From an optimization exercise on the open Yosys and OpenROAD flow, aimed at small area, a short achievable clock period and few clock cycles per item; shortcuts taken in it are not production practice.
Only simulation tests tie the RTL to the original design; equivalence was not proved.
Power figures rest on the tool's default switching activity, not on a simulated workload.

===== flow/design.v =====
module qad_peak_note (
    input  wire        clk,
    input  wire        rst,           
    input  wire        in_valid,
    output wire        in_ready,
    input  wire [44:0] in_re,         
    input  wire [44:0] in_im,         
    input  wire [3:0]  log2n,         
    input  wire [19:0] sr,            
    output wire        out_valid,
    input  wire        out_ready,
    output wire [3:0]  code,          
    output wire [10:0] peak_bin,
    output wire [43:0] peak_mag,
    output wire [30:0] freq,          
    output wire [8:0]  note_key,      
    output wire [3:0]  note_pc,
    output wire [5:0]  note_oct,      
    output wire [15:0] note_name,     
    output wire [31:0] note_freq,     
    output wire [31:0] note_dev       
);
    localparam M  = 10;               
    localparam QW = 2 * M + 2;        
    localparam DW = 2 * M + 5;        
    localparam LB = M + 2;            
    reg         in_ready_r;
    reg         expect_first;         
    reg  [10:0] cnt;                  
    reg  [3:0]  l2n_q;
    reg  [19:0] sr_q;
    reg         acc_done;             
    reg         s1_v, s1_first, s1_last;
    reg  [44:0] s1_a, s1_b;           
    reg  [5:0]  s1_s;                 
    reg  [4:0]  s1_oh8;               
    reg  [7:0]  s1_oh1;               
    assign in_ready = in_ready_r;
    wire   in_fire  = in_valid && in_ready_r;
    wire [3:0]  cur_l2n  = expect_first ? log2n : l2n_q;
    wire [10:0] nxt_idx  = expect_first ? 11'd0 : cnt + 11'd1;
    wire [11:0] half     = 12'd1 << (cur_l2n - 4'd1);
    wire        nxt_last = ({1'b0, nxt_idx} == half - 12'd1);
    wire [43:0] y_re = in_re[43:0] ^ {44{in_re[44]}};
    wire [43:0] y_im = in_im[43:0] ^ {44{in_im[44]}};
    wire [43:0] y_or = y_re | y_im;
    wire [44:M] sfx;                  
    wire [43:M] top;
    assign sfx[44] = 1'b0;
    genvar gi;
    generate
        for (gi = M; gi < 44; gi = gi + 1) begin : g_lod
            assign sfx[gi] = sfx[gi + 1] | y_or[gi];
            assign top[gi] = y_or[gi] & !sfx[gi + 1];
        end
    endgenerate
    reg  [5:0]  s_in;
    integer i;
    always @(*) begin
        s_in = 6'd0;
        for (i = M; i < 44; i = i + 1)
            s_in = s_in | ({6{top[i]}} & (i[5:0] - M + 6'd1));
    end
    reg         r_v, r_first, r_last;
    reg  [QW-1:0] r_r0, r_r1;
    reg  [5:0]  r_s;
    wire [10:0] r_idx = cnt - {10'd0, s1_v};    
    reg  [44:0] x2_a, x2_b;
    wire [M+6:0] t8_a, t8_b;
    wire [M-1:0] ysh_a, ysh_b;
    wire [87:0]  ya_ext = {44'd0, s1_a[43:0]};
    wire [87:0]  yb_ext = {44'd0, s1_b[43:0]};
    genvar gj;
    generate
        for (gj = 0; gj < M + 7; gj = gj + 1) begin : g_sh8
            assign t8_a[gj] = |(s1_oh8 & {ya_ext[gj + 32], ya_ext[gj + 24], ya_ext[gj + 16],
                                         ya_ext[gj + 8], ya_ext[gj]});
            assign t8_b[gj] = |(s1_oh8 & {yb_ext[gj + 32], yb_ext[gj + 24], yb_ext[gj + 16],
                                         yb_ext[gj + 8], yb_ext[gj]});
        end
        for (gj = 0; gj < M; gj = gj + 1) begin : g_sh1
            assign ysh_a[gj] = |(s1_oh1 & t8_a[gj + 7:gj]);
            assign ysh_b[gj] = |(s1_oh1 & t8_b[gj + 7:gj]);
        end
    endgenerate
    wire        g_a   = s1_a[44] && (s1_s == 6'd0);
    wire        g_b   = s1_b[44] && (s1_s == 6'd0);
    wire [QW-1:0] sq_r0, sq_r1;
    qad_sq2 u_sq (.a(ysh_a[M-1:0]), .b(ysh_b[M-1:0]), .ga(g_a), .gb(g_b),
                  .r0(sq_r0), .r1(sq_r1));
    localparam [1:0] S_RUN    = 2'd0,    
                     S_FBWAIT = 2'd1,    
                     S_FBCALC = 2'd2,    
                     S_FBCMP  = 2'd3;    
    reg  [1:0]  st;
    reg  [44:0] c_a, c_b;             
    reg  [44:0] cand_a, cand_b;       
    reg  [10:0] cand_k;
    reg  [QW-1:0] cand_q;
    reg  [5:0]  cand_s;
    reg         ev_gt_q;              
    reg  [10:0] best_k;
    reg  [QW-1:0] q_b;                
    reg  [5:0]  s_b;                  
    reg         fe_pend;              
    wire [QW-1:0] q_k = r_r0 + r_r1;
    reg  d_eq, d_p1, d_m1, d_big;
    wire [DW-1:0] qb_al = d_m1 ? {1'b0, q_b, 2'b00} :
                          d_p1 ? {5'b0, q_b[QW-1:2]} : {3'b0, q_b};
    wire [DW-1:0] csa_x = {3'b0, r_r0};
    wire [DW-1:0] csa_y = {3'b0, r_r1};
    wire [DW-1:0] csa_z = ~qb_al;
    wire [DW-1:0] csa_s = csa_x ^ csa_y ^ csa_z;
    wire [DW-1:0] csa_c = (csa_x & csa_y) | (csa_x & csa_z) | (csa_y & csa_z);
    wire [DW-1:0] dq    = csa_s + {csa_c[DW-2:0], 1'b1};
    wire d_neg  = dq[DW-1];
    wire ge_b   = !d_neg && (|dq[DW-2:LB]);        
    wire ge_b2  = !d_neg && (|dq[DW-2:LB-1]);      
    wire ge_4b  = !d_neg && (|dq[DW-2:LB+2]);      
    wire ge_1   = !d_neg && (|dq[DW-2:0]);         
    wire le_mb  = d_neg && !(&dq[DW-2:LB]);        
    wire le_0   = d_neg || !(|dq[DW-2:0]);         
    wire gt_sure = d_big || (d_eq && ((s_b == 6'd0) ? ge_1 : ge_b))
                         || (d_p1 && ge_b2) || (d_m1 && ge_4b);
    wire near    = d_eq || d_p1 || d_m1;
    wire lt_sure = !d_big && (!near || ((r_s == 6'd0) ? le_0 : le_mb));
    wire ev      = (st == S_RUN) && r_v;
    wire ev_gt   = ev && (r_first || gt_sure);
    wire ev_unc  = ev && !r_first && !gt_sure && !lt_sure;
    reg         ex_busy, ex_fb, acc_full, pb_valid;
    reg  [5:0]  ex_cnt;
    reg  [45:0] ex_hi;
    reg  [43:0] ex_lo;
    reg  [87:0] p_best;               
    reg         xa_bit, xb_bit;       
    wire [5:0]  ex_cnt1 = ex_cnt + 6'd1;
    reg         ex_pre;
    wire [63:0] ca_ext  = {20'd0, c_a[43:0]};
    wire [63:0] cb_ext  = {20'd0, c_b[43:0]};
    wire [46:0] row_a  = xa_bit ? {3'b0, c_a[43:0]} : 47'd0;
    wire [46:0] row_b  = xb_bit ? {3'b0, c_b[43:0]} : 47'd0;
    wire        ex_cin = ex_pre && xa_bit && xb_bit;
    wire [46:0] ex_sum = {1'b0, ex_hi} + row_a + row_b + {46'd0, ex_cin};
    wire [87:0] ex_p   = {ex_hi[43:0], ex_lo};
    wire        ex_gt  = (ex_p > p_best);
    reg         isq_busy;
    reg  [5:0]  isq_cnt;
    reg  [45:0] sq_rem;
    reg  [43:0] sq_root;
    wire [47:0] sq_rem_sh = {sq_rem, p_best[87:86]};
    wire [47:0] sq_trial  = {2'b00, sq_root, 2'b01};
    wire [48:0] sq_diff   = {1'b0, sq_rem_sh} - {1'b0, sq_trial};
    wire        sq_ge     = !sq_diff[48];
    localparam [2:0] P_IDLE = 3'd0, P_HORN = 3'd1, P_NORM = 3'd2,
                     P_THR  = 3'd3, P_FIN  = 3'd4, P_NF   = 3'd5, P_DEV = 3'd6,
                     P_FIN2 = 3'd7;
    reg  [2:0]  pst;
    reg  [4:0]  pcnt;                 
    reg  [10:0] pk;
    reg  [19:0] sr_p;
    reg  [3:0]  l2n_p;
    reg  [30:0] v;
    reg  [31:0] nf;
    reg  [31:0] dev;
    reg  [4:0]  q_r;                  
    reg  [3:0]  rr_r;
    reg  [8:0]  key_r;
    reg  [3:0]  pc_r;
    reg  [5:0]  oct_r;
    reg         out_v;
    reg         map_done;
    wire post_free = !isq_busy && (pst == P_IDLE) && !map_done && !out_v;
    wire handoff   = fe_pend && (st == S_RUN) && !ev_gt_q && !ex_busy && pb_valid && post_free;
    reg         h_bit;                
    wire [4:0]  hb_idx = {1'b0, l2n_p} - 5'd3 - pcnt;
    wire        h_bit_nx = !hb_idx[4] && pk[hb_idx[3:0]];
    wire [4:0]  hb_idx0 = {1'b0, l2n_q} - 5'd2;
    wire        h_bit0  = !hb_idx0[4] && best_k[hb_idx0[3:0]];
    wire [30:0] v_next = {v[29:0], 1'b0} + (h_bit ? {11'd0, sr_p} : 31'd0);
    wire [30:0] tq =
        (pcnt == 5'd0) ? 31'd1129491589 :
        (pcnt == 5'd1) ? 31'd1196654653 :
        (pcnt == 5'd2) ? 31'd1267811442 :
        (pcnt == 5'd3) ? 31'd1343199433 :
        (pcnt == 5'd4) ? 31'd1423070228 :
        (pcnt == 5'd5) ? 31'd1507690387 :
        (pcnt == 5'd6) ? 31'd1597342323 :
        (pcnt == 5'd7) ? 31'd1692325240 :
        (pcnt == 5'd8) ? 31'd1792956136 :
        (pcnt == 5'd9) ? 31'd1899570855 :
        (pcnt == 5'd10) ? 31'd2012525216 :
        31'd2132196193;
    wire m_ge = (nf[30:0] >= tq);
    wire [3:0] rr_sel = (pcnt == 5'd12) ? 4'd0 : pcnt[3:0];
    wire [30:0] cf =
        (rr_r == 4'd0) ? 31'd1097337155 :
        (rr_r == 4'd1) ? 31'd1162588218 :
        (rr_r == 4'd2) ? 31'd1231719311 :
        (rr_r == 4'd3) ? 31'd1304961152 :
        (rr_r == 4'd4) ? 31'd1382558180 :
        (rr_r == 4'd5) ? 31'd1464769368 :
        (rr_r == 4'd6) ? 31'd1551869087 :
        (rr_r == 4'd7) ? 31'd1644148025 :
        (rr_r == 4'd8) ? 31'd1741914154 :
        (rr_r == 4'd9) ? 31'd1845493760 :
        (rr_r == 4'd10) ? 31'd1955232530 :
        31'd2071496706;
    wire [4:0] q_sel = (pcnt == 5'd12) ? q_r + 5'd1 : q_r;    
    reg  dc;                          
    assign out_valid = out_v;
    assign code      = {2'b00, dc, 1'b1};
    assign peak_bin  = pk;
    assign peak_mag  = sq_root;
    assign freq      = v;
    assign note_freq = nf;
    assign note_dev  = dev;
    wire [4:0] q  = q_r;
    wire [3:0] rr = rr_r;
    wire signed [9:0] key = $signed({1'b0, q, 3'b000}) + $signed({2'b00, q, 2'b00})
                            + $signed({6'b0, rr}) - 10'sd200;
    wire [4:0] rr4  = {1'b0, rr} + 5'd4;
    wire       wrap = (rr4 >= 5'd12);
    wire [3:0] pc   = wrap ? rr4[3:0] - 4'd12 : rr4[3:0];
    wire signed [5:0] oct = $signed({1'b0, q}) - 6'sd17 + $signed({5'b0, wrap});
    wire [15:0] name =
        (pc_r == 4'd0) ? 16'h0043 :
        (pc_r == 4'd1) ? 16'h2343 :
        (pc_r == 4'd2) ? 16'h0044 :
        (pc_r == 4'd3) ? 16'h2344 :
        (pc_r == 4'd4) ? 16'h0045 :
        (pc_r == 4'd5) ? 16'h0046 :
        (pc_r == 4'd6) ? 16'h2346 :
        (pc_r == 4'd7) ? 16'h0047 :
        (pc_r == 4'd8) ? 16'h2347 :
        (pc_r == 4'd9) ? 16'h0041 :
        (pc_r == 4'd10) ? 16'h2341 :
        16'h0042;
    assign note_key  = dc ? 9'd0  : key_r;
    assign note_pc   = dc ? 4'd0  : pc_r;
    assign note_oct  = dc ? 6'd0  : oct_r;
    assign note_name = dc ? 16'd0 : name;
    reg [1:0] st_nx;
    always @(*) begin
        st_nx = st;
        case (st)
            S_RUN:    if (ev_unc) st_nx = S_FBWAIT;
            S_FBWAIT: if (!ex_busy && pb_valid && !isq_busy && !ev_gt_q) st_nx = S_FBCALC;
            S_FBCALC: if (ex_cnt == 6'd43 && !ex_pre) st_nx = S_FBCMP;
            default:  st_nx = S_RUN;
        endcase
    end
    wire r_adv       = s1_v && (!r_v || ev);               
    wire [5:0] r_s_nx = r_adv ? s1_s : r_s;
    wire [6:0] rn1    = {1'b0, r_s_nx} + 7'd1;
    wire [6:0] sb1    = {1'b0, s_b} + 7'd1;
    wire [6:0] rs1    = {1'b0, r_s} + 7'd1;
    wire [6:0] cs1    = {1'b0, cand_s} + 7'd1;
    wire [3:0] cmp_keep = {({1'b0, r_s_nx} > sb1), (rn1 == {1'b0, s_b}),
                           ({1'b0, r_s_nx} == sb1), (r_s_nx == s_b)};
    wire [3:0] cmp_bin  = {({1'b0, r_s_nx} > rs1), (rn1 == {1'b0, r_s}),
                           ({1'b0, r_s_nx} == rs1), (r_s_nx == r_s)};
    wire [3:0] cmp_cand = {({1'b0, r_s_nx} > cs1), (rn1 == {1'b0, cand_s}),
                           ({1'b0, r_s_nx} == cs1), (r_s_nx == cand_s)};
    wire       fb_win   = (st == S_FBCMP) && ex_gt;
    wire [3:0] cmp_nx   = fb_win ? cmp_cand : ev_gt ? cmp_bin : cmp_keep;
    wire s1_v_nx     = in_fire || (s1_v && !r_adv);
    wire r_v_nx      = r_adv || (r_v && !ev);
    wire acc_done_nx = (acc_done && !handoff) || (in_fire && nxt_last);
    wire ex_start    = ev_gt_q;                            
    wire fb_start    = (st == S_FBWAIT) && (st_nx == S_FBCALC);
    always @(posedge clk) begin
        if (rst) begin
            in_ready_r   <= 1'b0;
            expect_first <= 1'b1;
            acc_done     <= 1'b0;
            s1_v         <= 1'b0;
            r_v          <= 1'b0;
            st           <= S_RUN;
            ev_gt_q      <= 1'b0;
            fe_pend      <= 1'b0;
            ex_busy      <= 1'b0;
            ex_fb        <= 1'b0;
            acc_full     <= 1'b0;
            pb_valid     <= 1'b0;
            isq_busy     <= 1'b0;
            pst          <= P_IDLE;
            out_v        <= 1'b0;
            map_done     <= 1'b0;
        end else begin
            st         <= st_nx;
            s1_v       <= s1_v_nx;
            r_v        <= r_v_nx;
            acc_done   <= acc_done_nx;
            in_ready_r <= !acc_done_nx && (!s1_v_nx || !r_v_nx || st_nx == S_RUN);
            ev_gt_q    <= ev_gt;
            {d_big, d_m1, d_p1, d_eq} <= cmp_nx;
            if (in_fire) begin
                s1_a     <= {in_re[44], y_re};
                s1_b     <= {in_im[44], y_im};
                s1_s     <= s_in;
                s1_oh8   <= 5'd1 << s_in[5:3];
                s1_oh1   <= 8'd1 << s_in[2:0];
                s1_first <= expect_first;
                s1_last  <= nxt_last;
                cnt      <= nxt_idx;
                expect_first <= nxt_last;
                if (expect_first) begin
                    l2n_q <= log2n;
                    sr_q  <= sr;
                end
            end
            if (r_adv) begin
                r_r0    <= sq_r0;
                r_r1    <= sq_r1;
                r_s     <= s1_s;
                r_first <= s1_first;
                r_last  <= s1_last;
                x2_a    <= s1_a;
                x2_b    <= s1_b;
            end
            if (ev && r_last)
                fe_pend <= 1'b1;
            if (ev_gt) begin
                q_b <= q_k;
                s_b <= r_s;
            end
            if (ev) begin
                cand_a <= x2_a;
                cand_b <= x2_b;
                cand_k <= r_idx;
                cand_q <= q_k;
                cand_s <= r_s;
            end
            if (ev_gt_q || fb_start) begin
                c_a <= cand_a;
                c_b <= cand_b;
            end
            if (ev_gt_q)
                best_k <= cand_k;
            if (ex_start || fb_start) begin
                xa_bit   <= cand_a[44];
                xb_bit   <= cand_b[44];
                ex_pre   <= 1'b1;
                ex_busy  <= 1'b1;
                ex_fb    <= fb_start;
                ex_cnt   <= 6'd0;
                ex_hi    <= 46'd0;
                acc_full <= 1'b0;
                if (ex_start)
                    pb_valid <= 1'b0;
            end else if (ex_busy && ex_pre) begin
                ex_pre <= 1'b0;
                xa_bit <= c_a[0];
                xb_bit <= c_b[0];
                ex_hi  <= {ex_sum[44:0], xa_bit ^ xb_bit};
            end else if (ex_busy) begin
                xa_bit <= ca_ext[ex_cnt1];
                xb_bit <= cb_ext[ex_cnt1];
                ex_hi  <= ex_sum[46:1];
                ex_lo  <= {ex_sum[0], ex_lo[43:1]};
                ex_cnt <= ex_cnt + 6'd1;
                if (ex_cnt == 6'd43) begin
                    ex_busy  <= 1'b0;
                    acc_full <= !ex_fb;
                end
            end else if (acc_full && !isq_busy) begin
                p_best   <= ex_p;
                pb_valid <= 1'b1;
                acc_full <= 1'b0;
            end
            if (fb_win) begin
                p_best <= ex_p;
                best_k <= cand_k;
                q_b    <= cand_q;
                s_b    <= cand_s;
            end
            if (handoff) begin
                fe_pend  <= 1'b0;
                pb_valid <= 1'b0;
                isq_busy <= 1'b1;
                isq_cnt  <= 6'd0;
                sq_rem   <= 46'd0;
                sq_root  <= 44'd0;
                pk       <= best_k;
                dc       <= (best_k == 11'd0);
                sr_p     <= sr_q;
                l2n_p    <= l2n_q;
                v        <= 31'd0;
                pcnt     <= 5'd0;
                h_bit    <= h_bit0;
                pst      <= P_HORN;
            end
            if (isq_busy) begin
                p_best <= {p_best[85:0], 2'b00};
                if (sq_ge) begin
                    sq_rem  <= sq_diff[45:0];
                    sq_root <= {sq_root[42:0], 1'b1};
                end else begin
                    sq_rem  <= sq_rem_sh[45:0];
                    sq_root <= {sq_root[42:0], 1'b0};
                end
                isq_cnt <= isq_cnt + 6'd1;
                if (isq_cnt == 6'd43)
                    isq_busy <= 1'b0;
            end
            case (pst)
                P_HORN: begin
                    v    <= v_next;
                    h_bit <= h_bit_nx;
                    pcnt <= pcnt + 5'd1;
                    if (pcnt == 5'd10) begin
                        nf   <= {1'b0, v_next};
                        q_r  <= 5'd30;
                        pst  <= dc ? P_DEV : P_NORM;
                    end
                end
                P_NORM: begin                     
                    if (nf[30:23] == 8'd0 && q_r >= 5'd8) begin
                        nf <= {1'b0, nf[22:0], 8'd0};
                        q_r <= q_r - 5'd8;
                    end else if (!nf[30] && q_r != 5'd0) begin
                        nf <= {1'b0, nf[29:0], 1'b0};
                        q_r <= q_r - 5'd1;
                    end else begin
                        pcnt <= 5'd0;
                        pst  <= P_THR;
                    end
                end
                P_THR: begin
                    if (pcnt != 5'd12 && m_ge)
                        pcnt <= pcnt + 5'd1;
                    else
                        pst <= P_FIN;
                end
                P_FIN: begin
                    q_r  <= q_sel;
                    rr_r <= rr_sel;
                    pst  <= P_FIN2;
                end
                P_FIN2: begin
                    key_r <= key[8:0];
                    pc_r  <= pc;
                    oct_r <= oct;
                    if (q_r >= 5'd30) begin
                        nf  <= (q_r == 5'd31) ? {cf, 1'b0} : {1'b0, cf};
                        pst <= P_DEV;
                    end else begin
                        nf  <= {1'b0, cf};
                        pcnt <= 5'd29 - q_r;
                        pst <= P_NF;
                    end
                end
                P_NF: begin
                    if (pcnt >= 5'd8) begin
                        nf   <= nf >> 8;
                        pcnt <= pcnt - 5'd8;
                    end else if (pcnt != 5'd0) begin
                        nf   <= nf >> 1;
                        pcnt <= pcnt - 5'd1;
                    end else begin
                        nf  <= (nf >> 1) + {31'd0, nf[0]};
                        pst <= P_DEV;
                    end
                end
                P_DEV: begin
                    if (dc) begin
                        nf  <= 32'd0;
                        dev <= 32'd0;
                    end else
                        dev <= {1'b0, v} - nf;
                    pst <= P_IDLE;
                end
                default: ;
            endcase
            if (pst == P_DEV)
                map_done <= 1'b1;
            if (map_done && !isq_busy) begin
                map_done <= 1'b0;
                out_v    <= 1'b1;
            end
            if (out_v && out_ready)
                out_v <= 1'b0;
        end
    end
endmodule
module qad_sq2 (
    input  wire [9:0] a,
    input  wire [9:0] b,
    input  wire        ga,
    input  wire        gb,
    output wire [21:0] r0,
    output wire [21:0] r1
);
    wire t1, t2;
    assign t1 = (a[0] & a[9]) ^ (a[1] & a[8]);
    assign t2 = (a[0] & a[9]) & (a[1] & a[8]);
    wire t3, t4;
    assign t3 = (a[0] & a[5]) ^ (a[1] & a[4]);
    assign t4 = (a[0] & a[5]) & (a[1] & a[4]);
    wire t5, t6;
    assign t5 = (a[0] & a[7]) ^ (a[1] & a[6]) ^ (a[2] & a[5]);
    assign t6 = ((a[0] & a[7]) & (a[1] & a[6])) | ((a[0] & a[7]) & (a[2] & a[5])) | ((a[1] & a[6]) & (a[2] & a[5]));
    wire t7, t8;
    assign t7 = (a[3] & a[4]) ^ a[4];
    assign t8 = (a[3] & a[4]) & a[4];
    wire t9, t10;
    assign t9 = (a[0] & a[8]) ^ (a[1] & a[7]) ^ (a[2] & a[6]);
    assign t10 = ((a[0] & a[8]) & (a[1] & a[7])) | ((a[0] & a[8]) & (a[2] & a[6])) | ((a[1] & a[7]) & (a[2] & a[6]));
    wire t11, t12;
    assign t11 = (a[3] & a[5]) ^ (ga & a[8]);
    assign t12 = (a[3] & a[5]) & (ga & a[8]);
    wire t13, t14;
    assign t13 = t1 ^ (a[2] & a[7]) ^ (a[3] & a[6]);
    assign t14 = (t1 & (a[2] & a[7])) | (t1 & (a[3] & a[6])) | ((a[2] & a[7]) & (a[3] & a[6]));
    wire t15, t16;
    assign t15 = (a[4] & a[5]) ^ a[5] ^ (ga & a[9]);
    assign t16 = ((a[4] & a[5]) & a[5]) | ((a[4] & a[5]) & (ga & a[9])) | (a[5] & (ga & a[9]));
    wire t17, t18;
    assign t17 = (b[0] & b[9]) ^ (b[1] & b[8]) ^ (b[2] & b[7]);
    assign t18 = ((b[0] & b[9]) & (b[1] & b[8])) | ((b[0] & b[9]) & (b[2] & b[7])) | ((b[1] & b[8]) & (b[2] & b[7]));
    wire t19, t20;
    assign t19 = t2 ^ (a[1] & a[9]) ^ (a[2] & a[8]);
    assign t20 = (t2 & (a[1] & a[9])) | (t2 & (a[2] & a[8])) | ((a[1] & a[9]) & (a[2] & a[8]));
    wire t21, t22;
    assign t21 = (a[3] & a[7]) ^ (a[4] & a[6]);
    assign t22 = (a[3] & a[7]) & (a[4] & a[6]);
    wire t23, t24;
    assign t23 = (a[2] & a[9]) ^ (a[3] & a[8]) ^ (a[4] & a[7]);
    assign t24 = ((a[2] & a[9]) & (a[3] & a[8])) | ((a[2] & a[9]) & (a[4] & a[7])) | ((a[3] & a[8]) & (a[4] & a[7]));
    wire t25, t26;
    assign t25 = (a[5] & a[6]) ^ a[6];
    assign t26 = (a[5] & a[6]) & a[6];
    wire t27, t28;
    assign t27 = (a[0] & a[3]) ^ (a[1] & a[2]) ^ a[2];
    assign t28 = ((a[0] & a[3]) & (a[1] & a[2])) | ((a[0] & a[3]) & a[2]) | ((a[1] & a[2]) & a[2]);
    wire t29, t30;
    assign t29 = (a[0] & a[4]) ^ (a[1] & a[3]);
    assign t30 = (a[0] & a[4]) & (a[1] & a[3]);
    wire t31, t32;
    assign t31 = t3 ^ (a[2] & a[3]) ^ a[3];
    assign t32 = (t3 & (a[2] & a[3])) | (t3 & a[3]) | ((a[2] & a[3]) & a[3]);
    wire t33, t34;
    assign t33 = (ga & a[5]) ^ (b[0] & b[5]) ^ (b[1] & b[4]);
    assign t34 = ((ga & a[5]) & (b[0] & b[5])) | ((ga & a[5]) & (b[1] & b[4])) | ((b[0] & b[5]) & (b[1] & b[4]));
    wire t35, t36;
    assign t35 = t4 ^ (a[0] & a[6]) ^ (a[1] & a[5]);
    assign t36 = (t4 & (a[0] & a[6])) | (t4 & (a[1] & a[5])) | ((a[0] & a[6]) & (a[1] & a[5]));
    wire t37, t38;
    assign t37 = (a[2] & a[4]) ^ (ga & a[6]) ^ (b[0] & b[6]);
    assign t38 = ((a[2] & a[4]) & (ga & a[6])) | ((a[2] & a[4]) & (b[0] & b[6])) | ((ga & a[6]) & (b[0] & b[6]));
    wire t39, t40;
    assign t39 = (b[1] & b[5]) ^ (b[2] & b[4]);
    assign t40 = (b[1] & b[5]) & (b[2] & b[4]);
    wire t41, t42;
    assign t41 = t5 ^ t7 ^ (ga & a[7]);
    assign t42 = (t5 & t7) | (t5 & (ga & a[7])) | (t7 & (ga & a[7]));
    wire t43, t44;
    assign t43 = (b[0] & b[7]) ^ (b[1] & b[6]) ^ (b[2] & b[5]);
    assign t44 = ((b[0] & b[7]) & (b[1] & b[6])) | ((b[0] & b[7]) & (b[2] & b[5])) | ((b[1] & b[6]) & (b[2] & b[5]));
    wire t45, t46;
    assign t45 = (b[3] & b[4]) ^ b[4] ^ (gb & b[7]);
    assign t46 = ((b[3] & b[4]) & b[4]) | ((b[3] & b[4]) & (gb & b[7])) | (b[4] & (gb & b[7]));
    wire t47, t48;
    assign t47 = t6 ^ t8 ^ t9;
    assign t48 = (t6 & t8) | (t6 & t9) | (t8 & t9);
    wire t49, t50;
    assign t49 = t11 ^ (b[0] & b[8]) ^ (b[1] & b[7]);
    assign t50 = (t11 & (b[0] & b[8])) | (t11 & (b[1] & b[7])) | ((b[0] & b[8]) & (b[1] & b[7]));
    wire t51, t52;
    assign t51 = (b[2] & b[6]) ^ (b[3] & b[5]) ^ (gb & b[8]);
    assign t52 = ((b[2] & b[6]) & (b[3] & b[5])) | ((b[2] & b[6]) & (gb & b[8])) | ((b[3] & b[5]) & (gb & b[8]));
    wire t53, t54;
    assign t53 = t10 ^ t12 ^ t13;
    assign t54 = (t10 & t12) | (t10 & t13) | (t12 & t13);
    wire t55, t56;
    assign t55 = t15 ^ t17 ^ (b[3] & b[6]);
    assign t56 = (t15 & t17) | (t15 & (b[3] & b[6])) | (t17 & (b[3] & b[6]));
    wire t57, t58;
    assign t57 = (b[4] & b[5]) ^ b[5] ^ (gb & b[9]);
    assign t58 = ((b[4] & b[5]) & b[5]) | ((b[4] & b[5]) & (gb & b[9])) | (b[5] & (gb & b[9]));
    wire t59, t60;
    assign t59 = t14 ^ t16 ^ t18;
    assign t60 = (t14 & t16) | (t14 & t18) | (t16 & t18);
    wire t61, t62;
    assign t61 = t19 ^ t21 ^ (b[1] & b[9]);
    assign t62 = (t19 & t21) | (t19 & (b[1] & b[9])) | (t21 & (b[1] & b[9]));
    wire t63, t64;
    assign t63 = (b[2] & b[8]) ^ (b[3] & b[7]) ^ (b[4] & b[6]);
    assign t64 = ((b[2] & b[8]) & (b[3] & b[7])) | ((b[2] & b[8]) & (b[4] & b[6])) | ((b[3] & b[7]) & (b[4] & b[6]));
    wire t65, t66;
    assign t65 = t20 ^ t22 ^ t23;
    assign t66 = (t20 & t22) | (t20 & t23) | (t22 & t23);
    wire t67, t68;
    assign t67 = t25 ^ (b[2] & b[9]) ^ (b[3] & b[8]);
    assign t68 = (t25 & (b[2] & b[9])) | (t25 & (b[3] & b[8])) | ((b[2] & b[9]) & (b[3] & b[8]));
    wire t69, t70;
    assign t69 = (b[4] & b[7]) ^ (b[5] & b[6]) ^ b[6];
    assign t70 = ((b[4] & b[7]) & (b[5] & b[6])) | ((b[4] & b[7]) & b[6]) | ((b[5] & b[6]) & b[6]);
    wire t71, t72;
    assign t71 = t24 ^ t26 ^ (a[3] & a[9]);
    assign t72 = (t24 & t26) | (t24 & (a[3] & a[9])) | (t26 & (a[3] & a[9]));
    wire t73, t74;
    assign t73 = (a[4] & a[8]) ^ (a[5] & a[7]) ^ (b[3] & b[9]);
    assign t74 = ((a[4] & a[8]) & (a[5] & a[7])) | ((a[4] & a[8]) & (b[3] & b[9])) | ((a[5] & a[7]) & (b[3] & b[9]));
    wire t75, t76;
    assign t75 = (b[4] & b[8]) ^ (b[5] & b[7]);
    assign t76 = (b[4] & b[8]) & (b[5] & b[7]);
    wire t77, t78;
    assign t77 = (a[4] & a[9]) ^ (a[5] & a[8]) ^ (a[6] & a[7]);
    assign t78 = ((a[4] & a[9]) & (a[5] & a[8])) | ((a[4] & a[9]) & (a[6] & a[7])) | ((a[5] & a[8]) & (a[6] & a[7]));
    wire t79, t80;
    assign t79 = a[7] ^ (b[4] & b[9]) ^ (b[5] & b[8]);
    assign t80 = (a[7] & (b[4] & b[9])) | (a[7] & (b[5] & b[8])) | ((b[4] & b[9]) & (b[5] & b[8]));
    wire t81, t82;
    assign t81 = (b[6] & b[7]) ^ b[7];
    assign t82 = (b[6] & b[7]) & b[7];
    wire t83, t84;
    assign t83 = (a[5] & a[9]) ^ (a[6] & a[8]);
    assign t84 = (a[5] & a[9]) & (a[6] & a[8]);
    wire t85, t86;
    assign t85 = (a[6] & a[9]) ^ (a[7] & a[8]);
    assign t86 = (a[6] & a[9]) & (a[7] & a[8]);
    wire t87, t88;
    assign t87 = (a[0] & a[1]) ^ a[1] ^ (ga & a[1]);
    assign t88 = ((a[0] & a[1]) & a[1]) | ((a[0] & a[1]) & (ga & a[1])) | (a[1] & (ga & a[1]));
    wire t89, t90;
    assign t89 = (a[0] & a[2]) ^ (ga & a[2]);
    assign t90 = (a[0] & a[2]) & (ga & a[2]);
    wire t91, t92;
    assign t91 = t27 ^ (ga & a[3]) ^ (b[0] & b[3]);
    assign t92 = (t27 & (ga & a[3])) | (t27 & (b[0] & b[3])) | ((ga & a[3]) & (b[0] & b[3]));
    wire t93, t94;
    assign t93 = (b[1] & b[2]) ^ b[2];
    assign t94 = (b[1] & b[2]) & b[2];
    wire t95, t96;
    assign t95 = t28 ^ t29 ^ (ga & a[4]);
    assign t96 = (t28 & t29) | (t28 & (ga & a[4])) | (t29 & (ga & a[4]));
    wire t97, t98;
    assign t97 = (b[0] & b[4]) ^ (b[1] & b[3]) ^ (gb & b[4]);
    assign t98 = ((b[0] & b[4]) & (b[1] & b[3])) | ((b[0] & b[4]) & (gb & b[4])) | ((b[1] & b[3]) & (gb & b[4]));
    wire t99, t100;
    assign t99 = t30 ^ t31 ^ t33;
    assign t100 = (t30 & t31) | (t30 & t33) | (t31 & t33);
    wire t101, t102;
    assign t101 = (b[2] & b[3]) ^ b[3] ^ (gb & b[5]);
    assign t102 = ((b[2] & b[3]) & b[3]) | ((b[2] & b[3]) & (gb & b[5])) | (b[3] & (gb & b[5]));
    wire t103, t104;
    assign t103 = t32 ^ t34 ^ t35;
    assign t104 = (t32 & t34) | (t32 & t35) | (t34 & t35);
    wire t105, t106;
    assign t105 = t37 ^ t39 ^ (gb & b[6]);
    assign t106 = (t37 & t39) | (t37 & (gb & b[6])) | (t39 & (gb & b[6]));
    wire t107, t108;
    assign t107 = t36 ^ t38 ^ t40;
    assign t108 = (t36 & t38) | (t36 & t40) | (t38 & t40);
    wire t109, t110;
    assign t109 = t41 ^ t43 ^ t45;
    assign t110 = (t41 & t43) | (t41 & t45) | (t43 & t45);
    wire t111, t112;
    assign t111 = t42 ^ t44 ^ t46;
    assign t112 = (t42 & t44) | (t42 & t46) | (t44 & t46);
    wire t113, t114;
    assign t113 = t47 ^ t49 ^ t51;
    assign t114 = (t47 & t49) | (t47 & t51) | (t49 & t51);
    wire t115, t116;
    assign t115 = t48 ^ t50 ^ t52;
    assign t116 = (t48 & t50) | (t48 & t52) | (t50 & t52);
    wire t117, t118;
    assign t117 = t53 ^ t55 ^ t57;
    assign t118 = (t53 & t55) | (t53 & t57) | (t55 & t57);
    wire t119, t120;
    assign t119 = t54 ^ t56 ^ t58;
    assign t120 = (t54 & t56) | (t54 & t58) | (t56 & t58);
    wire t121, t122;
    assign t121 = t59 ^ t61 ^ t63;
    assign t122 = (t59 & t61) | (t59 & t63) | (t61 & t63);
    wire t123, t124;
    assign t123 = t60 ^ t62 ^ t64;
    assign t124 = (t60 & t62) | (t60 & t64) | (t62 & t64);
    wire t125, t126;
    assign t125 = t65 ^ t67 ^ t69;
    assign t126 = (t65 & t67) | (t65 & t69) | (t67 & t69);
    wire t127, t128;
    assign t127 = t66 ^ t68 ^ t70;
    assign t128 = (t66 & t68) | (t66 & t70) | (t68 & t70);
    wire t129, t130;
    assign t129 = t71 ^ t73 ^ t75;
    assign t130 = (t71 & t73) | (t71 & t75) | (t73 & t75);
    wire t131, t132;
    assign t131 = t72 ^ t74 ^ t76;
    assign t132 = (t72 & t74) | (t72 & t76) | (t74 & t76);
    wire t133, t134;
    assign t133 = t77 ^ t79 ^ t81;
    assign t134 = (t77 & t79) | (t77 & t81) | (t79 & t81);
    wire t135, t136;
    assign t135 = t78 ^ t80 ^ t82;
    assign t136 = (t78 & t80) | (t78 & t82) | (t80 & t82);
    wire t137, t138;
    assign t137 = t83 ^ (b[5] & b[9]) ^ (b[6] & b[8]);
    assign t138 = (t83 & (b[5] & b[9])) | (t83 & (b[6] & b[8])) | ((b[5] & b[9]) & (b[6] & b[8]));
    wire t139, t140;
    assign t139 = t84 ^ t85 ^ a[8];
    assign t140 = (t84 & t85) | (t84 & a[8]) | (t85 & a[8]);
    wire t141, t142;
    assign t141 = (b[6] & b[9]) ^ (b[7] & b[8]) ^ b[8];
    assign t142 = ((b[6] & b[9]) & (b[7] & b[8])) | ((b[6] & b[9]) & b[8]) | ((b[7] & b[8]) & b[8]);
    wire t143, t144;
    assign t143 = t86 ^ (a[7] & a[9]);
    assign t144 = t86 & (a[7] & a[9]);
    wire t145, t146;
    assign t145 = (a[8] & a[9]) ^ a[9];
    assign t146 = (a[8] & a[9]) & a[9];
    wire t147, t148;
    assign t147 = a[0] ^ ga;
    assign t148 = a[0] & ga;
    wire t149, t150;
    assign t149 = t87 ^ (b[0] & b[1]);
    assign t150 = t87 & (b[0] & b[1]);
    wire t151, t152;
    assign t151 = t88 ^ t89 ^ (b[0] & b[2]);
    assign t152 = (t88 & t89) | (t88 & (b[0] & b[2])) | (t89 & (b[0] & b[2]));
    wire t153, t154;
    assign t153 = t90 ^ t91 ^ t93;
    assign t154 = (t90 & t91) | (t90 & t93) | (t91 & t93);
    wire t155, t156;
    assign t155 = t92 ^ t94 ^ t95;
    assign t156 = (t92 & t94) | (t92 & t95) | (t94 & t95);
    wire t157, t158;
    assign t157 = t96 ^ t98 ^ t99;
    assign t158 = (t96 & t98) | (t96 & t99) | (t98 & t99);
    wire t159, t160;
    assign t159 = t100 ^ t102 ^ t103;
    assign t160 = (t100 & t102) | (t100 & t103) | (t102 & t103);
    wire t161, t162;
    assign t161 = t104 ^ t106 ^ t107;
    assign t162 = (t104 & t106) | (t104 & t107) | (t106 & t107);
    wire t163, t164;
    assign t163 = t108 ^ t110 ^ t111;
    assign t164 = (t108 & t110) | (t108 & t111) | (t110 & t111);
    wire t165, t166;
    assign t165 = t112 ^ t114 ^ t115;
    assign t166 = (t112 & t114) | (t112 & t115) | (t114 & t115);
    wire t167, t168;
    assign t167 = t116 ^ t118 ^ t119;
    assign t168 = (t116 & t118) | (t116 & t119) | (t118 & t119);
    wire t169, t170;
    assign t169 = t120 ^ t122 ^ t123;
    assign t170 = (t120 & t122) | (t120 & t123) | (t122 & t123);
    wire t171, t172;
    assign t171 = t124 ^ t126 ^ t127;
    assign t172 = (t124 & t126) | (t124 & t127) | (t126 & t127);
    wire t173, t174;
    assign t173 = t128 ^ t130 ^ t131;
    assign t174 = (t128 & t130) | (t128 & t131) | (t130 & t131);
    wire t175, t176;
    assign t175 = t132 ^ t134 ^ t135;
    assign t176 = (t132 & t134) | (t132 & t135) | (t134 & t135);
    wire t177, t178;
    assign t177 = t136 ^ t138 ^ t139;
    assign t178 = (t136 & t138) | (t136 & t139) | (t138 & t139);
    wire t179, t180;
    assign t179 = t140 ^ t142 ^ t143;
    assign t180 = (t140 & t142) | (t140 & t143) | (t142 & t143);
    wire t181, t182;
    assign t181 = t144 ^ t145 ^ (b[8] & b[9]);
    assign t182 = (t144 & t145) | (t144 & (b[8] & b[9])) | (t145 & (b[8] & b[9]));
    wire t183, t184;
    assign t183 = t147 ^ b[0];
    assign t184 = t147 & b[0];
    wire t185, t186;
    assign t185 = t148 ^ (ga & a[0]) ^ (gb & b[0]);
    assign t186 = (t148 & (ga & a[0])) | (t148 & (gb & b[0])) | ((ga & a[0]) & (gb & b[0]));
    wire t187, t188;
    assign t187 = t149 ^ b[1] ^ (gb & b[1]);
    assign t188 = (t149 & b[1]) | (t149 & (gb & b[1])) | (b[1] & (gb & b[1]));
    wire t189, t190;
    assign t189 = t150 ^ t151 ^ (gb & b[2]);
    assign t190 = (t150 & t151) | (t150 & (gb & b[2])) | (t151 & (gb & b[2]));
    wire t191, t192;
    assign t191 = t152 ^ t153 ^ (gb & b[3]);
    assign t192 = (t152 & t153) | (t152 & (gb & b[3])) | (t153 & (gb & b[3]));
    wire t193, t194;
    assign t193 = t154 ^ t155 ^ t97;
    assign t194 = (t154 & t155) | (t154 & t97) | (t155 & t97);
    wire t195, t196;
    assign t195 = t156 ^ t157 ^ t101;
    assign t196 = (t156 & t157) | (t156 & t101) | (t157 & t101);
    wire t197, t198;
    assign t197 = t158 ^ t159 ^ t105;
    assign t198 = (t158 & t159) | (t158 & t105) | (t159 & t105);
    wire t199, t200;
    assign t199 = t160 ^ t161 ^ t109;
    assign t200 = (t160 & t161) | (t160 & t109) | (t161 & t109);
    wire t201, t202;
    assign t201 = t162 ^ t163 ^ t113;
    assign t202 = (t162 & t163) | (t162 & t113) | (t163 & t113);
    wire t203, t204;
    assign t203 = t164 ^ t165 ^ t117;
    assign t204 = (t164 & t165) | (t164 & t117) | (t165 & t117);
    wire t205, t206;
    assign t205 = t166 ^ t167 ^ t121;
    assign t206 = (t166 & t167) | (t166 & t121) | (t167 & t121);
    wire t207, t208;
    assign t207 = t168 ^ t169 ^ t125;
    assign t208 = (t168 & t169) | (t168 & t125) | (t169 & t125);
    wire t209, t210;
    assign t209 = t170 ^ t171 ^ t129;
    assign t210 = (t170 & t171) | (t170 & t129) | (t171 & t129);
    wire t211, t212;
    assign t211 = t172 ^ t173 ^ t133;
    assign t212 = (t172 & t173) | (t172 & t133) | (t173 & t133);
    wire t213, t214;
    assign t213 = t174 ^ t175 ^ t137;
    assign t214 = (t174 & t175) | (t174 & t137) | (t175 & t137);
    wire t215, t216;
    assign t215 = t176 ^ t177 ^ t141;
    assign t216 = (t176 & t177) | (t176 & t141) | (t177 & t141);
    wire t217, t218;
    assign t217 = t178 ^ t179 ^ (b[7] & b[9]);
    assign t218 = (t178 & t179) | (t178 & (b[7] & b[9])) | (t179 & (b[7] & b[9]));
    wire t219, t220;
    assign t219 = t180 ^ t181 ^ b[9];
    assign t220 = (t180 & t181) | (t180 & b[9]) | (t181 & b[9]);
    wire t221, t222;
    assign t221 = t182 ^ t146;
    assign t222 = t182 & t146;
    assign r0 = {1'b0, t222, t220, t218, t216, t214, t212, t210, t208, t206, t204, t202, t200, t198, t196, t194, t192, t190, t188, t186, t184, t183};
    assign r1 = {1'b0, 1'b0, t221, t219, t217, t215, t213, t211, t209, t207, t205, t203, t201, t199, t197, t195, t193, t191, t189, t187, t185, gb};
endmodule

===== flow/flow/run.sh =====
#!/bin/bash
# The standard layout (standard.sh, all steps), except that the buffers
# placed on the input and output ports are sky130_fd_sc_hd__buf_1 cells.
set -e
export BUFFER_PORTS_ARGS="-buffer_cell sky130_fd_sc_hd__buf_1"
bash standard.sh > standard.log 2>&1

===== flow/standard.sh =====
#!/bin/bash
# synth_recipe.tcl (not shown) runs the flow's synth.tcl, then flattens the netlist and writes it again
# the make line also repeats each setting of config.mk as NAME=value (left out here)
make -C /OpenROAD-flow-scripts/flow DESIGN_CONFIG=/design/flow/config.mk WORK_HOME=/design/flow/orfs CLKGATE_MAP_FILE= SYNTH_SCRIPT=/design/flow/synth_recipe.tcl "${@:-finish}"

===== flow/config.mk =====
export PLATFORM = sky130hd
export DESIGN_NAME = qad_peak_note
export DESIGN_NICKNAME = qad_peak_note
export VERILOG_FILES = /design/flow/design.v
export SDC_FILE = /design/flow/constraint.sdc
export NUM_CORES = 4
export LEC_CHECK = 0
export CAP_MARGIN = 20
export CORE_MARGIN = 2
export CORE_UTILIZATION = 55
export CTS_CLUSTER_DIAMETER = 100
export CTS_CLUSTER_SIZE = 20
export SLEW_MARGIN = 20

===== flow/constraint.sdc =====
create_clock -name core_clock -period 15.0 [get_ports {clk}]
set_input_delay 3.0000 -clock core_clock [delete_from_list [all_inputs] [get_ports {clk}]]
set_output_delay 3.0000 -clock core_clock [all_outputs]
set_load 0.01 [all_outputs]

==> summary.log, run 1 <==
[cts] # H-tree levels 2
[worst_setup_path] kind of capture point of the worst setup path flop
[logic_synthesis] mean instance size in the synthesized netlist 11.0 um^2
[cts] TritonCTS sink count 1010
[floorplan] Die Footprint 116000 um^2
[global_route] maximum number of pins on one net before global-route repair 84
[cts] Resized Gates After CTS 0
[placed_design] detailed-placement wirelength estimate 121000 um
[global_route] initial antenna violation count 2
[cts] maximum clock insertion buffer count 3
[logic_synthesis] proportion of netlist area held by the largest area contributor 47.6%
[floorplan] total number of placement rows 123
[run] max-cap check violation count 0
[logic_synthesis] number of synthesized flops with an enable pin 991
[worst_setup_path] Buf+Inv Stages, Crit Path 4
[timing] highest attainable clock frequency 162 MHz
[global_route] GRT Util Overall 27.3%
[cts] Num CTS Buffers 59
[logic_synthesis] post-synth design cell area 62500 um^2
[timing] max-slew violations 0
[placed_design] count of input and output buffers 296
[logic_synthesis] Post-Synthesis Cells 5698
[timing] Setup TNS Final 0 ns
[timing] max-slew headroom at the worst pin 26.3%
[global_route] global-route wire length before repair 249000 um
[timing] RSZ-0062 raised after global routing false
[placed_design] Placed Instances 7304
[cts] Post-CTS Setup Bufs 0
[routing] total routed wirelength 160000 um
[routing] remaining number of nets flagged by the antenna check after routing 0
[floorplan] number of ports placed on the die boundary 309
[timing] Period minus WS final 6.19 ns
[final_layout] number of fill cells in the layout 9702
[routing] final routed DRC violation total 0
[cts] Clk Tree Root Cell clkbuf_16
[timing] final hold violation count 0
[worst_setup_path] crit-path max FO 51
[routing] detailed router's first-iteration violation count 4033
[routing] TritonRoute pass-1 iters 10
[cts] clock tree from TritonCTS built
[logic_synthesis] sequential share of the synthesized area 48.2%
[power_and_ir_drop] peak ir drop on the vdd network 0.110 mV
[final_layout] share of layout cells above drive strength 1 5.84%
[global_route] number of global-route vias before repair 42971
[final_layout] most common cell after layout, fill and taps aside edfxtp_1
[final_layout] synthesis-to-finish area growth 7.03%
[routing] DR vias 43845
[floorplan] die span in y 341 um
[final_layout] highest-count cells in the layout ignoring fill and taps edfxtp_1, inv_1, nor2_1
[logic_synthesis] Unique masters post-synth 89
[final_layout] number of nets in the finished design 6531
[floorplan] Horiz. Die Dim 341 um
[worst_setup_path] category of the critical setup timing path in -> reg
[logic_synthesis] post-synthesis async set-or-reset flop share 0%
[floorplan] starting density of the core 55.5%
[final_layout] number of non-filler instances in the completed layout 7406
[timing] post-route clock period utilization 41.2%
[worst_setup_path] kind of launch point of the worst setup path input port
[min_path] worst min path class reg -> reg
[worst_setup_path] CP required 15.56 ns
[cts] clock input transition at the sequential cells of the worst setup and hold paths 0.09 ns
[routing] via density per instance 5.92
[logic_synthesis] top cells by area in the synthesized netlist edfxtp_1, ha_1, fa_1, inv_1, nor2_1
[floorplan] placeable core region 113000 um^2
[timing] Clock Skew 0.0485 ns
[global_route] grt ovf 0
[worst_setup_path] family with the most delay on the worst path simple AND/OR/NAND/NOR gates
[logic_synthesis] count of yosys warnings during synthesis 1
[worst_setup_path] critical path's largest stage delay 0.57 ns
[cts] latest clock arrival within the worst-skew pair 0.72 ns
[cts] Post-CTS Hold Fix Bufs 0
[power_and_ir_drop] pwr/cell area 84.8 nW/um^2
[logic_synthesis] synthesized flop and latch total 1010
[timing] final setup violation count 0
[logic_synthesis] cell type with the highest aggregate area in the netlist edfxtp_1
[worst_setup_path] slowest cell on the critical path o221ai_1
[worst_setup_path] crit path DAT 6.74 ns
[placed_design] routability cong. 0.945
[run_status] outcome no timing/DRC/antenna violations
[power_and_ir_drop] leakage power total 25.5 nW
[worst_setup_path] CP Cell Sequence clkbuf_2 -> buf_4 -> xor2_1 -> or2_2 -> or3_1 -> nor3_1 -> inv_1 -> nor3_1 -> and3_1 -> nand3_1 -> nor2_1 -> inv_1 -> o221ai_1 -> nor3b_1
[routing] wire length per cell after detailed routing 21.6 um
[logic_synthesis] Main synth FF type edfxtp_1
[timing] Worst Max-Slew Pin Slew 1.11 ns
## cell type report
class	instances	area, um^2	share of cell area, %
well taps	1500	1880	2.81
multi-input cells	3961	29700	44.4
diodes	1	2.50	0.00374
repair buffers	351	1550	2.31
clock inverters	16	221	0.331
flip-flops and latches	1010	30100	45.1
clock buffers	83	1580	2.36
inverters	484	1820	2.72
## kinds of logic after synthesis
group	synth area share (%)
AO/OA/AOI/OAI	13.4
XOR/XNOR	5.07
adder cells (fa/ha/maj)	12.8
buffers and inverters	4.54
flip-flops	48.2
multiplexers	4.03
other	0.0120
AND/OR/NAND/NOR	11.9
## path summary, 6_finish.rpt
path | from | endpoint | slack, ns | cells past startpoint
setup reg to reg | s1_oh8[3] | csa_y[11] | 9.06 | 16
hold / removal | cand_a[37] | c_a[37] | 0.41 | 0
hold reg to reg | cand_a[37] | c_a[37] | 0.41 | 0
setup / recovery | in_im[44] | s1_oh1[1] | 8.81 | 14
## stage by stage
step           area, um^2  hold WS [ns]  total power [W]  util (%)  setup WS (ns)
2_1_floorplan       62500         0.400          0.00379         -           5.17
3_3_place_gp        65000         0.401          0.00398      57.7           8.20
3_5_place_dp        65000         0.405          0.00400      57.7           8.06
4_1_cts             66800         0.410          0.00573      59.3           8.84
5_1_grt             66900         0.425          0.00592      59.4           8.37
6_report            66900         0.405          0.00567      59.4           8.81
## flip-flops by register name, indices dropped and copies added (netlist names), 21 cells and up
signal,cells
p_best,88
ex_hi,46
sq_rem,46
cand_a,45
cand_b,45
s1_a,45
s1_b,45
x2_a,45
x2_b,45
c_a,44
c_b,44
ex_lo,44
sq_root,44
dev,32
nf,32
v,31
cand_q,22
q_b,22
csa_x,21
## cells in the mapped netlist, types with 40 or more instances
library cell	n
edfxtp_1	991
fa_1	151
ha_1	395
nor2_1	479
a211oi_1	40
nand2_1	399
xnor2_1	185
o21a_1	41
nor2b_1	62
nand2b_1	65
and2_1	140
o21ai_0	247
nand4_1	54
xor2_1	177
mux2i_1	55
inv_1	481
nor3_1	102
a21o_1	108
a21oi_1	359
a22oi_1	110
clkbuf_1	202
and3_1	47
nand3_1	95
mux2_2	115
## where the power goes
part           internal, W  switching (W)  leakage (nW)
clock network     0.000781       0.000959         0.846
registers          0.00315      0.0000462          9.20
logic             0.000296       0.000440          15.5
total              0.00423        0.00145          25.5
## routing by layer
metal	wire length [um]	track usage, %
met1	70100	37.4
met2	76800	45.9
met3	8140	2.89
met4	5190	8.26
met5	0	0
Testbench counts, summed over its fixed seeds: cycles 114,331, bins 108,544.
==> run 2: changes to the inputs <==
--- a/flow/design.v
+++ b/flow/design.v
@@ -55,11 +55,18 @@
         end
     endgenerate
     reg  [5:0]  s_in;
+    reg  [4:0]  oh8_in;               
+    reg  [7:0]  oh1_in;               
     integer i;
     always @(*) begin
-        s_in = 6'd0;
-        for (i = M; i < 44; i = i + 1)
+        s_in   = 6'd0;
+        oh8_in = {4'd0, !sfx[M]};
+        oh1_in = {7'd0, !sfx[M]};
+        for (i = M; i < 44; i = i + 1) begin
             s_in = s_in | ({6{top[i]}} & (i[5:0] - M + 6'd1));
+            oh8_in[(i - M + 1) / 8] = oh8_in[(i - M + 1) / 8] | top[i];
+            oh1_in[(i - M + 1) % 8] = oh1_in[(i - M + 1) % 8] | top[i];
+        end
     end
     reg         r_v, r_first, r_last;
     reg  [QW-1:0] r_r0, r_r1;
@@ -298,8 +305,8 @@
                 s1_a     <= {in_re[44], y_re};
                 s1_b     <= {in_im[44], y_im};
                 s1_s     <= s_in;
-                s1_oh8   <= 5'd1 << s_in[5:3];
-                s1_oh1   <= 8'd1 << s_in[2:0];
+                s1_oh8   <= oh8_in;
+                s1_oh1   <= oh1_in;
                 s1_first <= expect_first;
                 s1_last  <= nxt_last;
                 cnt      <= nxt_idx;
==> run 2 against run 1 <==
  * Clock skew decreased by 0.017 ns
  * Largest cell class unchanged
  * Maximum frequency decreased by 2.1%
  * Synthesized area decreased by 0.35%
  * Synthesized cell count decreased by 1.1%
  * Sequential cell count decreased by 1
  * Wire length decreased by 1.8%
  * Largest power group unchanged
  * Count of clock-buffer cells in the layout increased by 3
  * Hold slack improved by 0.0064 ns
  * Non-clock buffer count increased by 6
  * Still clean on timing, DRC and antenna
  * Die area decreased by 0.35%
  * Sequential power increased by 6%
  * Final area decreased by 0.48%
==> summary.log, run 2 <==
[timing] Setup TNS Final 0 ns [unchanged]
[logic_synthesis] most common library cells after synthesis edfxtp_1, inv_1, nor2_1, ha_1, nand2_1
[timing] max-slew violations 0 [unchanged]
[cts] clock tree from TritonCTS built
[cts] clock input transition at the sequential cells of the worst setup and hold paths 0.09 ns [about the same]
[floorplan] starting density of the core 55.4% [about the same]
[logic_synthesis] synthesized flop and latch total 1009 [-0.099%]
[final_layout] highest-count cells in the layout ignoring fill and taps edfxtp_1, inv_1, nor2_1
[cts] Num CTS Buffers 57 [-3.4%]
[power_and_ir_drop] peak ir drop on the vdd network 0.110 mV [+0.30%]
[logic_synthesis] Main synth FF type edfxtp_1
[final_layout] synthesis-to-finish area growth 6.89%
[floorplan] Die Footprint 116000 um^2 [-0.35%]
[worst_setup_path] crit-path max FO 57 [+12%]
[worst_setup_path] crit path DAT 6.89 ns [+0.15 ns]
[cts] TritonCTS sink count 1009 [-0.099%]
[routing] remaining number of nets flagged by the antenna check after routing 0 [unchanged]
[worst_setup_path] origin of the critical flop-to-flop path d_p1
[logic_synthesis] dominant cell by count in the synthesized netlist edfxtp_1
[power_and_ir_drop] pwr/cell area 98.7 nW/um^2 [+16%]
[run] max-cap check violation count 0 [unchanged]
[placed_design] Placed Instances 7252 [-0.71%]
[run_status] outcome no timing/DRC/antenna violations
[min_path] worst min path class reg -> reg
[routing] wire length per cell after detailed routing 21.4 um [-0.96%]
[floorplan] number of ports placed on the die boundary 309 [unchanged]
[timing] final hold violation count 0 [unchanged]
[worst_setup_path] cell depth of the worst flop-to-flop path 21 [+5]
[logic_synthesis] post-synth design cell area 62300 um^2 [-0.35%]
[final_layout] number of nets in the finished design 6473 [-0.89%]
[placed_design] count of input and output buffers 296 [unchanged]
[worst_setup_path] category of the critical setup timing path in -> reg
[worst_setup_path] kind of launch point of the worst setup path input port
[logic_synthesis] Unique masters post-synth 113 [+27%]
[global_route] global-route wire length before repair 245000 um [-1.8%]
[routing] total routed wirelength 157000 um [-1.8%]
[logic_synthesis] count of yosys warnings during synthesis 1 [unchanged]
[placed_design] routability cong. 0.949 [+0.43%]
[worst_setup_path] CP required 15.58 ns [+0.02 ns]
[cts] latest clock arrival within the worst-skew pair 0.71 ns [about the same]
[logic_synthesis] number of synthesized flops with an enable pin 990 [-0.10%]
[min_path] Hold Path Origin cand_b[19]
[final_layout] n_diodes 0 [-1]
[cts] Post-CTS Setup Bufs 0 [unchanged]
[timing] post-route clock period utilization 42.1% [+0.87 points]
[final_layout] most common cell after layout, fill and taps aside edfxtp_1
[logic_synthesis] Post-Synthesis Cells 5634 [-1.1%]
[min_path] Worst Hold Depth 0 [unchanged]
[timing] final setup violation count 0 [unchanged]
[placed_design] detailed-placement wirelength estimate 119000 um [-1.8%]
[logic_synthesis] post-synthesis async set-or-reset flop share 0% [unchanged]
[global_route] number of global-route vias before repair 42351 [-1.4%]
[worst_setup_path] kind of capture point of the worst setup path flop
[timing] Period minus WS final 6.32 ns [+0.131 ns]
[timing] max-slew headroom at the worst pin 26.1% [-0.23 points]
[worst_setup_path] Critical Path Start in_re[44]
[global_route] initial antenna violation count 1 [-1]
[final_layout] number of non-filler instances in the completed layout 7345 [-0.82%]
[logic_synthesis] cell type with the highest aggregate area in the netlist edfxtp_1
[timing] Worst Max-Slew Pin Slew 1.11 ns [+0.00339 ns]
[final_layout] register with the highest flop count p_best
[floorplan] Horiz. Die Dim 340 um [-0.17%]
[cts] maximum clock insertion buffer count 3 [unchanged]
[cts] # H-tree levels 2 [unchanged]
[routing] final routed DRC violation total 0 [unchanged]
[logic_synthesis] mean instance size in the synthesized netlist 11.1 um^2 [+0.78%]
[power_and_ir_drop] leakage power total 25.4 nW [-0.64%]
[timing] RSZ-0062 raised after global routing false
[global_route] grt ovf 0 [unchanged]
[routing] TritonRoute pass-1 iters 6 [-4]
[floorplan] die span in y 340 um [-0.17%]
[routing] DR vias 43471 [-0.85%]
[global_route] maximum number of pins on one net before global-route repair 82 [-2.4%]
[cts] Resized Gates After CTS 0 [unchanged]
[final_layout] share of layout cells above drive strength 1 6.28% [+0.44 points]
[global_route] GRT Util Overall 26.8% [-0.45 points]
[logic_synthesis] top cells by area in the synthesized netlist edfxtp_1, ha_1, fa_1, inv_1, nor2_1
[timing] Clock Skew 0.0318 ns [-0.0167 ns]
[cts] Post-CTS Hold Fix Bufs 0 [unchanged]
[logic_synthesis] proportion of netlist area held by the largest area contributor 47.7% [+0.12 points]
[timing] worst slack on hold paths 0.412 ns [+0.00640 ns]
[routing] via density per instance 5.92 [about the same]
[final_layout] share of the core filled with cells in the final layout 59.2% [-0.12 points]
[timing] highest attainable clock frequency 158 MHz [-2.1%]
[logic_synthesis] sequential share of the synthesized area 48.4% [+0.12 points]
[cts] Clk Tree Root Cell clkbuf_16
[floorplan] total number of placement rows 123 [unchanged]
[routing] detailed router's first-iteration violation count 3960 [-1.8%]
[final_layout] max reg flops 88 [unchanged]
[floorplan] placeable core region 112000 um^2 [-0.27%]
[final_layout] biggest regs p_best: 88 flops, ex_hi: 46 flops, sq_rem: 46 flops
## run 2: changes by cell type after synthesis, moves of 14 or more
cell      before  now
a21oi_1      359  315
nand2_1      399  379
nand2b_1      65   41
nand3_1       95  109
nor2b_1       62   82
o21a_1        41   58
xnor2_1      185  166
## run 2: through the flow
stage	cell area, um^2	setup WS [ns]	total power (W)
after floorplan	62300	5.23	0.00449
after global placement	64900	8.11	0.00493
after detailed placement	64900	7.98	0.00495
after CTS	66600	8.74	0.00660
after global routing	66600	8.41	0.00689
final	66600	8.68	0.00657
## run 2: layout make-up
type	instances	area [um^2]
clock buffer	86	1580
clock inverter	7	106
fill	9488	45800
inverter	486	1830
multi-input combinational	3900	29500
sequential	1009	30100
tap	1500	1880
timing repair buffer	357	1570
## run 2: worst max-delay path: stages
cell      delay (ns)
buf_2           0.09
buf_4           0.33
or3_1           0.46
a22oi_1         0.27
o221ai_1        0.24
nor3_1          0.26
nand2_1         0.14
nor4_1          0.48
nor2b_1         0.39
and3_1          0.26
nand2_1         0.11
or3_1           0.38
nand3b_1        0.18
o211ai_1        0.11
or4_1           0.14
## run 2: worst paths after layout
path,to,slack [ns]
worst max-delay path,s1_s[0],8.68
worst min-delay path,c_b[19],0.41
worst max register to register,d_m1,8.95
worst min register to register,c_b[19],0.41
## run 2: cells by family after synthesis
logic type | synth area share [%]
XOR/XNOR | 4.80
other | 0.0121
AND/OR/NAND/NOR | 12.1
flip-flops | 48.4
adder cells (fa/ha/maj) | 12.8
AO/OA/AOI/OAI | 13.4
buffers and inverters | 4.59
multiplexers | 3.95
## run 2: report_power, final
part           switching (W)  leakage [nW]  internal [W]  total (W)
Combinational       0.000943          15.4      0.000582    0.00152
Clock               0.000933         0.802      0.000735    0.00167
Sequential          0.000161          9.15       0.00322    0.00338
## run 2: layer usage
layer,track usage [%],up-vias,routed length [um]
met5,0,-,0
met4,9.21,0,5770
met3,2.73,261,7530
met2,44.9,1303,75400
met1,36.6,21138,68700
li1,-,20769,-
Testbench counts of run 2, summed over its fixed seeds: cycles 114,331, bins 108,544.
==> run 3: changes to the inputs <==
--- a/flow/config.mk
+++ b/flow/config.mk
@@ -7,7 +7,7 @@
 export LEC_CHECK = 0
 export CAP_MARGIN = 20
 export CORE_MARGIN = 2
-export CORE_UTILIZATION = 55
+export CORE_UTILIZATION = 60
 export CTS_CLUSTER_DIAMETER = 100
 export CTS_CLUSTER_SIZE = 20
 export SLEW_MARGIN = 20
==> run 3 against run 2 <==
  * Hold slack got worse by 0.013 ns
  * Largest cell class unchanged
  * Critical endpoint unchanged
  * Highest routed layer unchanged
  * Synthesized area unchanged
  * Register-to-register slack about the same
  * Core utilization grew 5.1 points
  * Combinational power about the same
  * Final area is 0.18% lower
  * Count of clock-buffer cells in the layout decreased by 6
  * Critical path type unchanged
  * Final cell count fell by 1.7%
  * Sequential power about the same
  * First-iteration DRC count hardly changed
  * Global-route usage rose by 1.9 points
==> summary.log, run 3 <==
[power_and_ir_drop] combinational cell fraction of total power 23.2% [about the same]
[timing] RSZ-0062 raised after global routing false
[run] max-cap check violation count 0 [unchanged]
[placed_design] routability cong. 0.962 [+1.4%]
[power_and_ir_drop] total design power 0.00658 W [about the same]
[worst_setup_path] crit-path max FO 57 [unchanged]
[power_and_ir_drop] power dissipated by switching net loads 0.00203 W [-0.17%]
[logic_synthesis] top cells by area in the synthesized netlist edfxtp_1, ha_1, fa_1, inv_1, nor2_1
[timing] final hold violation count 0 [unchanged]
[timing] Period minus WS final 6.23 ns [-0.0867 ns]
[floorplan] Die Footprint 106000 um^2 [-8.2%]
[worst_setup_path] family with the most delay on the worst path simple AND/OR/NAND/NOR gates
[logic_synthesis] count of yosys warnings during synthesis 1 [unchanged]
[routing] total routed wirelength 153000 um [-2.5%]
[run_status] outcome no timing/DRC/antenna violations
[worst_setup_path] slowest cell on the critical path or3_1
[power_and_ir_drop] peak ir drop on the vdd network 0.105 mV [-4.7%]
[logic_synthesis] most common library cells after synthesis edfxtp_1, inv_1, nor2_1, ha_1, nand2_1
[logic_synthesis] post-synthesis async set-or-reset flop share 0% [unchanged]
[placed_design] count of input and output buffers 296 [unchanged]
[routing] final routed DRC violation total 0 [unchanged]
[floorplan] Horiz. Die Dim 326 um [-4.2%]
[worst_setup_path] Buf+Inv Stages, Crit Path 2 [unchanged]
[worst_setup_path] origin of the critical flop-to-flop path d_p1
[timing] max-slew headroom at the worst pin 20.5% [-5.6 points]
[final_layout] number of nets in the finished design 6472 [-0.015%]
[logic_synthesis] number of synthesized flops with an enable pin 990 [unchanged]
[final_layout] register area 30100 um^2 [unchanged]
[timing] post-route clock period utilization 41.5% [-0.58 points]
[worst_setup_path] Critical Path Start in_re[44]
[cts] # H-tree levels 2 [unchanged]
[final_layout] area taken by multi-input logic gates 29500 um^2 [unchanged]
[final_layout] share of the core filled with cells in the final layout 64.4% [+5.1 points]
[power_and_ir_drop] leakage power total 25.4 nW [about the same]
[floorplan] total number of placement rows 118 [-4.1%]
[global_route] initial antenna violation count 1 [unchanged]
[min_path] worst min path class reg -> reg
[worst_setup_path] kind of launch point of the worst setup path input port
[logic_synthesis] Unique masters post-synth 113 [unchanged]
[logic_synthesis] dominant cell by count in the synthesized netlist edfxtp_1
[final_layout] max reg flops 88 [unchanged]
[worst_setup_path] critical path's largest stage delay 0.45 ns [-0.03 ns]
[worst_setup_path] critical path depth 15 [unchanged]
[final_layout] number of fill cells in the layout 8223 [-13%]
[routing] wire length per cell after detailed routing 21.3 um [-0.82%]
[worst_setup_path] cell depth of the worst flop-to-flop path 20 [-4.8%]
[timing] final setup violation count 0 [unchanged]
[cts] Post-CTS Setup Bufs 0 [unchanged]
[routing] detailed router's first-iteration violation count 3962 [+0.051%]
[worst_setup_path] CP required 15.59 ns [about the same]
[logic_synthesis] proportion of netlist area held by the largest area contributor 47.7% [unchanged]
[worst_setup_path] endpoint of the worst-slack reg-to-reg timing path d_m1
[final_layout] register with the highest flop count p_best
[logic_synthesis] Post-Synthesis Cells 5634 [unchanged]
[logic_synthesis] mean instance size in the synthesized netlist 11.1 um^2 [unchanged]
[cts] Resized Gates After CTS 0 [unchanged]
[routing] TritonRoute pass-1 iters 9 [+3]
[cts] clock tree from TritonCTS built
[logic_synthesis] sequential share of the synthesized area 48.4% [unchanged]
[final_layout] biggest regs p_best: 88 flops, ex_hi: 46 flops, sq_rem: 46 flops
[cts] Clk Tree Root Cell clkbuf_16
[timing] Setup TNS Final 0 ns [unchanged]
[final_layout] share of layout cells above drive strength 1 6.25% [-0.029 points]
[logic_synthesis] synthesized flop and latch total 1009 [unchanged]
[final_layout] most common cell after layout, fill and taps aside edfxtp_1
[routing] via density per instance 6.04 [+2.1%]
[global_route] number of global-route vias before repair 42862 [+1.2%]
[power_and_ir_drop] Clk network pwr share 25.4% [about the same]
[cts] Num CTS Buffers 58 [+1.8%]
[worst_setup_path] CP Cell Sequence buf_2 -> buf_4 -> or3_1 -> a22oi_1 -> o221ai_1 -> nor3_1 -> nand2_1 -> nor4_1 -> nor2b_1 -> and3_1 -> nand2_1 -> or3_1 -> nand3b_1 -> o211ai_1 -> or4_1
[global_route] grt ovf 0 [unchanged]
[run 3: cell counts after synthesis]
Identical to the previous run, type by type.
[run 3: worst min path at each step]
| stage | start | endpoint | slack, ns | depth (start not counted) |
|---|---|---|---|---|
| floorplan | cand_k[0] | best_k[0] | 0.40 | 0 |
| global placement | x2_a[9] | cand_a[9] | 0.40 | 0 |
| detailed placement | cand_a[17] | c_a[17] | 0.40 | 0 |
| CTS | x2_b[38] | cand_b[38] | 0.40 | 0 |
| global route | x2_b[38] | cand_b[38] | 0.41 | 0 |
| finish | x2_b[38] | cand_b[38] | 0.40 | 0 |
[run 3: cells by family (layout without fill, tap and decap cells)]
group / count (synthesis) / in the layout / share of synthesized area (%)
adder cells (fa/ha/maj): 545 / 545 / 12.8
AO/OA/AOI/OAI: 1246 / 1246 / 13.4
flip-flops: 1009 / 1009 / 48.4
multiplexers: 194 / 194 / 3.95
buffers and inverters: 735 / 931 / 4.59
other: 2 / 13 / 0.0121
AND/OR/NAND/NOR: 1564 / 1564 / 12.1
XOR/XNOR: 339 / 339 / 4.80
[run 3: final cells by class]
class	instances	area share, %
clock inverters	10	0.247
multi-input cells	3900	44.4
inverters	486	2.75
flip-flops and latches	1009	45.3
well taps	1380	2.60
diodes	1	0.00377
repair buffers	355	2.39
clock buffers	80	2.31
[run 3: per-stage QoR]
step | std cells | instance area, um^2 | setup slack (ns)
2_1_floorplan | 5644 | 62300 | 5.23
3_3_place_gp | 7128 | 64700 | 8.16
3_5_place_dp | 7129 | 64700 | 8.07
4_1_cts | 7219 | 66400 | 8.85
5_1_grt | 7220 | 66400 | 8.33
6_report | 7221 | 66400 | 8.77
[run 3: worst reg2reg max path, stage by stage (launching register included)]
cell and delay, ns:
edfxtp_1 0.34, buf_4 0.36, mux2i_1 0.26, o21ai_0 0.13, fa_1 0.52, inv_1 0.05, ha_1 0.40, nand3_1 0.17
nor4b_1 0.59, o41ai_2 0.16, a31oi_1 0.18, xnor2_1 0.18, o211ai_2 0.17, nor4b_2 0.37, o211ai_2 0.14, o21ai_2 0.60
mux2_4 0.36, mux2i_2 0.34, nand3_1 0.12, a221o_1 0.35, a21oi_2 0.12
[run 3: power by group through the flow]
stage                     combinational, W  clock [W]  sequential (W)
after floorplan                    0.00112          0         0.00336
after global placement             0.00147          0         0.00344
after detailed placement           0.00149          0         0.00344
after CTS                          0.00150    0.00171         0.00338
after global routing               0.00170    0.00180         0.00339
final                              0.00153    0.00167         0.00338
[run 3: layer usage]
layer  part of all wire, %  vias up  global-route usage [%]
met2                    48     1527                    48.3
met4                   3.4        0                    9.40
met5                     0        -                       0
li1                      -    20788                       -
met3                   5.7      283                    3.13
met1                    43    21020                    39.1

==> static timing again, ports no longer ideal <==
How much do the figures lean on ideal ports? The routed layouts below were timed once more, with nothing changed but the port constraints. Step 1 sets driving cells, clkbuf_16 on the clock port and buf_2 on the other inputs (assumed; they add their load-dependent delay and slew). Step 2 adds t to the input delays and takes it off the output delays; t is the mean of the earliest and latest rising clock arrival at the registers after step 1. Input paths then give back, and output paths get back, about the clock's delay inside the block. Three values: no drivers, after step 1, after step 2; two values: the first two.
| run | t (ns) | setup slack, ns | pins driven straight from the clock port |
|---|---|---|---|
| run 1 | 0.777 | 8.815 / 8.865 / 8.088 | 1 |
| run 2 | 0.776 | 8.684 / 8.744 / 7.968 | 1 |
| run 3 | 0.770 | 8.770 / 8.827 / 8.057 | 1 |
After both steps every run listed still meets setup and hold. For run 1, which loses most, drivers alone change the setup slack by +0.050 ns; drivers and shift together by -0.727 ns.
